From an optimization exercise on the open Yosys and OpenROAD flow, aimed at small area, a short achievable clock period and few clock cycles; shortcuts taken in it are not production practice.
Function was checked by simulation only, so behaviour that the tests miss may differ from the original.

## birch
==> flow/design.v <==
module nasa_fa (
    input  wire       clk,
    input  wire       rst,
    input  wire       in_valid,
    input  wire [7:0] in_data,
    output wire       in_ready,
    output reg        pl_valid,
    output reg  [7:0] pl_data,
    output reg        pl_last,
    output reg        pl_empty
);
    localparam [7:0] STX = 8'h32;
    localparam [7:0] ETX = 8'h34;
    localparam [1:0] S_SRCH = 2'd0, S_L1 = 2'd1, S_L2 = 2'd2, S_BODY = 2'd3;
    localparam [1:0] E_IDLE = 2'd0, E_H1 = 2'd1, E_H2 = 2'd2, E_PAY = 2'd3;
    function [3:0] bcls(input [7:0] b);
        bcls = {(b >= 8'd4) && (b <= 8'd126), b == ETX, b == 8'd0, b == STX};
    endfunction
    function [15:0] crc_step(input [15:0] c_in, input [7:0] b);
        integer i;
        reg [15:0] c;
        begin
            c = c_in ^ {b, 8'h00};
            for (i = 0; i < 8; i = i + 1)
                c = c[15] ? ({c[14:0], 1'b0} ^ 16'h1021) : {c[14:0], 1'b0};
            crc_step = c;
        end
    endfunction
    reg  [1023:0] ring;
    reg  [3:0]    f0, f127;             
    wire [7:0]    r0   = ring[7:0];
    wire [7:0]    r31  = ring[255:248];
    wire [7:0]    r63  = ring[511:504];
    wire [7:0]    r95  = ring[767:760];
    wire [7:0]    r126 = ring[1015:1008];
    wire [7:0]    r127 = ring[1023:1016];
    reg           in_ready_q;
    wire          ins = in_valid && in_ready_q;
    always @(posedge clk) begin
        ring <= {ring[1015:0], ins ? in_data : r127};
        f127 <= bcls(r126);
        f0   <= ins ? bcls(in_data) : f127;
    end
    assign in_ready = in_ready_q;
    reg  [6:0]  ph;         
    reg  [6:0]  tail;       
    reg         uany;       
    reg  [6:0]  sp;         
    reg  [6:0]  d;          
    reg         d0, d127;   
    reg  [1:0]  st;
    reg  [6:0]  cs;         
    reg         hi_ok;      
    reg  [6:0]  rem;        
    reg         last_q;     
    reg  [15:0] crc;
    reg         crcz;       
    reg         nv_v;       
    reg         b1_stx, b1_zero, b2_stx;    
    reg  [6:0]  fq0, fq1, fq2, fq3;
    reg  [1:0]  fwp, frp;
    reg  [3:0]  focc;       
    reg  [1:0]  es;
    reg  [1:0]  etap;
    reg  [6:0]  ecnt;
    reg         ezero, eone;    
    wire        fne    = focc[0];
    wire        ffull  = focc[3];
    wire [7:0]  x      = d127 ? r0 : r127;
    wire [3:0]  xf     = d127 ? f0 : f127;
    wire        x_stx  = xf[0];
    wire        x_zero = xf[1];
    wire        x_etx  = xf[2];
    wire        x_len  = xf[3];
    wire        ok_frame = x_etx && crcz;
    wire        body_end = (st == S_BODY) && last_q;
    wire        stall  = ffull && body_end && ok_frame;
    wire        sc_go  = uany && (d0 || d127) && !stall;
    wire        nv_now   = b2_stx && b1_zero && x_len;
    wire        do_push  = sc_go && body_end && ok_frame;
    wire        jump     = sc_go && body_end && !ok_frame && (nv_v || nv_now);
    wire [6:0]  jtgt     = nv_v ? cs + 7'd1 : sp - 7'd2;
    reg  [1:0]  st_n;
    reg  [1:0]  cs_sel;     
    always @* begin
        st_n   = st;
        cs_sel = 2'd0;
        if (sc_go) begin
            case (st)
                S_SRCH: if (x_stx) begin cs_sel = 2'd1; st_n = S_L1; end
                S_L1:   st_n = S_L2;
                S_L2: begin
                    if (hi_ok && x_len)  st_n = S_BODY;
                    else if (b1_stx)     begin cs_sel = 2'd2; st_n = S_L2; end
                    else if (x_stx)      begin cs_sel = 2'd1; st_n = S_L1; end
                    else                 st_n = S_SRCH;
                end
                S_BODY: begin
                    if (!last_q)                         st_n = S_BODY;
                    else if (ok_frame || nv_v || nv_now) st_n = S_SRCH;
                    else if (b1_stx)     begin cs_sel = 2'd2; st_n = S_L2; end
                    else if (x_stx)      begin cs_sel = 2'd1; st_n = S_L1; end
                    else                 st_n = S_SRCH;
                end
            endcase
        end
    end
    wire        rebase = ins && !uany;
    wire [6:0]  ph_n   = ph + 7'd1;
    wire        uany_n = jump || ins || (uany && !(sc_go && sp == tail));
    reg  [7:0]  etb;
    always @* begin
        case (etap)
            2'd0:    etb = r31;
            2'd1:    etb = r63;
            2'd2:    etb = r95;
            default: etb = r127;
        endcase
    end
    reg  [6:0]  front;
    always @* begin
        case (frp)
            2'd0:    front = fq0;
            2'd1:    front = fq1;
            2'd2:    front = fq2;
            default: front = fq3;
        endcase
    end
    wire        e_start = (es == E_IDLE) && fne && (front[4:0] == ph[4:0]);
    wire        e_pop   = (es == E_PAY) && (ezero || eone);
    wire        cand    = (st != S_SRCH);
    wire        empty   = !cand && !uany && !fne;
    wire        jump_mb = (st == S_BODY) && last_q && (nv_v || b2_stx);
    wire        nfne_n  = !focc[0] || (!focc[1] && e_pop);
    wire        blk_n   = nfne_n && ((cand && cs == ph_n) ||
                                     (uany && (d0 || d == 7'd1 || jump_mb) && r126 == STX));
    wire        in_ready_n = (empty || ins || ph == tail) && !blk_n;
    always @(posedge clk) begin
        if (rst) begin
            ph         <= 7'd0;
            uany       <= 1'b0;
            st         <= S_SRCH;
            focc       <= 4'd0;
            fwp        <= 2'd0;
            frp        <= 2'd0;
            es         <= E_IDLE;
            in_ready_q <= 1'b1;
            pl_valid   <= 1'b0;
            pl_last    <= 1'b0;
            pl_empty   <= 1'b0;
        end else begin
            ph         <= ph_n;
            uany       <= uany_n;
            st         <= st_n;
            in_ready_q <= in_ready_n;
            if (do_push && !e_pop)      focc <= {focc[2:0], 1'b1};
            else if (e_pop && !do_push) focc <= {1'b0, focc[3:1]};
            if (do_push) fwp <= fwp + 2'd1;
            if (e_pop)   frp <= frp + 2'd1;
            pl_valid <= (es == E_PAY);
            pl_last  <= (es == E_PAY) && (ezero || eone);
            pl_empty <= (es == E_PAY) && ezero;
            case (es)
                E_IDLE:  if (e_start) es <= E_H1;
                E_H1:    es <= E_H2;
                E_H2:    es <= E_PAY;
                default: if (ezero || eone) es <= E_IDLE;
            endcase
        end
    end
    always @(posedge clk) begin
        if (ins) tail <= ph;
        if (jump) begin
            sp   <= jtgt;
            d    <= jtgt - ph_n;
            d0   <= nv_v ? (cs == ph)        : (d == 7'd3);
            d127 <= nv_v ? (cs == ph - 7'd1) : (d == 7'd2);
        end else if (sc_go) begin
            sp   <= sp + 7'd1;
        end else if (rebase) begin
            sp   <= ph;
            d    <= 7'd127;
            d0   <= 1'b0;
            d127 <= 1'b1;
        end else begin
            d    <= d - 7'd1;
            d0   <= (d == 7'd1);
            d127 <= d0;
        end
        case (cs_sel)
            2'd1: cs <= sp;
            2'd2: cs <= sp - 7'd1;
            default: ;
        endcase
        if (sc_go) begin
            b2_stx  <= b1_stx;
            b1_stx  <= x_stx;
            b1_zero <= x_zero;
            if (st == S_L1 || (cs_sel == 2'd2)) hi_ok <= x_zero;
            if (st == S_L2) begin
                rem    <= x[6:0] - 7'd1;
                last_q <= 1'b0;
                crc    <= 16'd0;
                crcz   <= 1'b1;
                nv_v   <= 1'b0;
            end
            if (st == S_BODY) begin
                if (nv_now) nv_v <= 1'b1;
                crc    <= crc_step(crc, x);
                crcz   <= (crc_step(crc, x) == 16'd0);
                rem    <= rem - 7'd1;
                last_q <= (rem == 7'd2);
            end
        end
        if (do_push) begin
            case (fwp)
                2'd0:    fq0 <= cs;
                2'd1:    fq1 <= cs;
                2'd2:    fq2 <= cs;
                default: fq3 <= cs;
            endcase
        end
        case (es)
            E_IDLE: etap <= ~(front[6:5] - ph[6:5]);
            E_H2: begin
                ecnt  <= etb[6:0] - 7'd4;
                ezero <= (etb == 8'd4);
                eone  <= (etb == 8'd5);
            end
            E_PAY: begin
                ecnt  <= ecnt - 7'd1;
                eone  <= (ecnt == 7'd2);
            end
            default: ;
        endcase
        pl_data <= etb;
    end
endmodule
clock: 10.0 ns
lec_check: 0
abc_clock_period_in_ps: 3000
cap_margin: 20
core_margin: 2
core_utilization: 40
cts_buf_list: sky130_fd_sc_hd__clkbuf_8
cts_cluster_diameter: 60
cts_cluster_size: 18
slew_margin: 20
standard.sh (not shown) runs the stock make flow with config.mk's settings and CLKGATE_MAP_FILE= SYNTH_SCRIPT=/design/flow/synth_recipe.tcl, a recipe that flattens the netlist after the stock synthesis.
==> flow/flow/run.sh <==
#!/bin/bash
# Own flow: the standard layout (standard.sh), unchanged synthesis, with
# two changes for the later steps: the port buffers are buf_4 cells instead
# of the smallest buffer, and timing repair aims at a larger setup margin.
set -euo pipefail
bash standard.sh synth > synth.log 2>&1
export SETUP_SLACK_MARGIN=7
export BUFFER_PORTS_ARGS="-buffer_cell sky130_fd_sc_hd__buf_4"
bash standard.sh > layout.log 2>&1
Testbench counts of birch, summed over its fixed seeds: cycles 18,671.
Inputs modified between birch and maple:
--- a/flow/design.v
+++ b/flow/design.v
@@ -57,4 +57,5 @@
     reg         crcz;       
     reg         nv_v;       
+    reg  [6:0]  nv;         
     reg         b1_stx, b1_zero, b2_stx;    
     reg  [6:0]  fq0, fq1, fq2, fq3;
@@ -80,5 +81,5 @@
     wire        do_push  = sc_go && body_end && ok_frame;
     wire        jump     = sc_go && body_end && !ok_frame && (nv_v || nv_now);
-    wire [6:0]  jtgt     = nv_v ? cs + 7'd1 : sp - 7'd2;
+    wire [6:0]  jtgt     = nv_v ? nv : sp - 7'd2;
     reg  [1:0]  st_n;
     reg  [1:0]  cs_sel;     
@@ -174,6 +175,6 @@
             sp   <= jtgt;
             d    <= jtgt - ph_n;
-            d0   <= nv_v ? (cs == ph)        : (d == 7'd3);
-            d127 <= nv_v ? (cs == ph - 7'd1) : (d == 7'd2);
+            d0   <= nv_v ? (nv == ph_n) : (d == 7'd3);
+            d127 <= nv_v ? (nv == ph)   : (d == 7'd2);
         end else if (sc_go) begin
             sp   <= sp + 7'd1;
@@ -206,5 +207,8 @@
             end
             if (st == S_BODY) begin
-                if (nv_now) nv_v <= 1'b1;
+                if (nv_now && !nv_v) begin
+                    nv_v <= 1'b1;
+                    nv   <= sp - 7'd2;
+                end
                 crc    <= crc_step(crc, x);
                 crcz   <= (crc_step(crc, x) == 16'd0);
@@ -234,5 +238,5 @@
             default: ;
         endcase
-        pl_data <= etb;
+        if (es == E_PAY) pl_data <= etb;
     end
 endmodule
Notes after the runs:
- Of the two candidates, birch has the better cell area and maple the worse one.
- The worst supply voltage drop on vdd reported for maple is greater than that of birch by 4.1%.
- Comparing birch and maple, instance count after placement with tap cells included is higher on birch.
- maple against birch: post-synthesis xor/xnor area fraction held, multiplexer share of the synthesized area went up 0.24 points, detailed placer's ending HPWL went up 1.7%.
- maple vs. birch: area inside the core boundary went up by 1.4%.
- ~same layout overhead on the synthesized area in birch and maple
- Of birch and maple, the run reporting the higher clock skew was birch.
- maple and birch ended up with roughly the same fraction of met3 tracks used by global routing.
- Sort birch and maple by least setup slack across all paths after layout, descending, and birch comes first.
- In maple relative to birch, final-layout clock buffer total had gone down by a few percent.
Testbench counts of maple, summed over its fixed seeds: cycles 18,671.

## afterwards: timing with drivers on the ports
Ports are ideal in the flow. The routed layouts listed here were re-timed in OpenROAD. Step 1, drivers: a clkbuf_16 drives clk and a buf_2 each remaining input, both assumed. Step 2 times the ports against the registers' clock, not the clock port: input delays grow and output delays shrink by t, the midpoint of the rising clock arrivals with the driver on. Slacks: ideal ports / drivers / drivers and shift; pairs: ideal ports / drivers.
run | shift t [ns] | slack for setup (ns) | clock arrival spread, ns | worst register clock-pin slew, ns
birch | 0.732 | 6.834 / 6.779 / 6.567 | 0.051 / 0.051 | 0.11 / 0.11
maple | 0.744 | 6.686 / 6.627 / 6.430 | 0.045 / 0.045 | 0.11 / 0.11
After both steps setup and hold are still met in every run listed. The setup slack of birch, which loses most, moves by -0.055 ns with the drivers and by -0.267 ns with both steps.
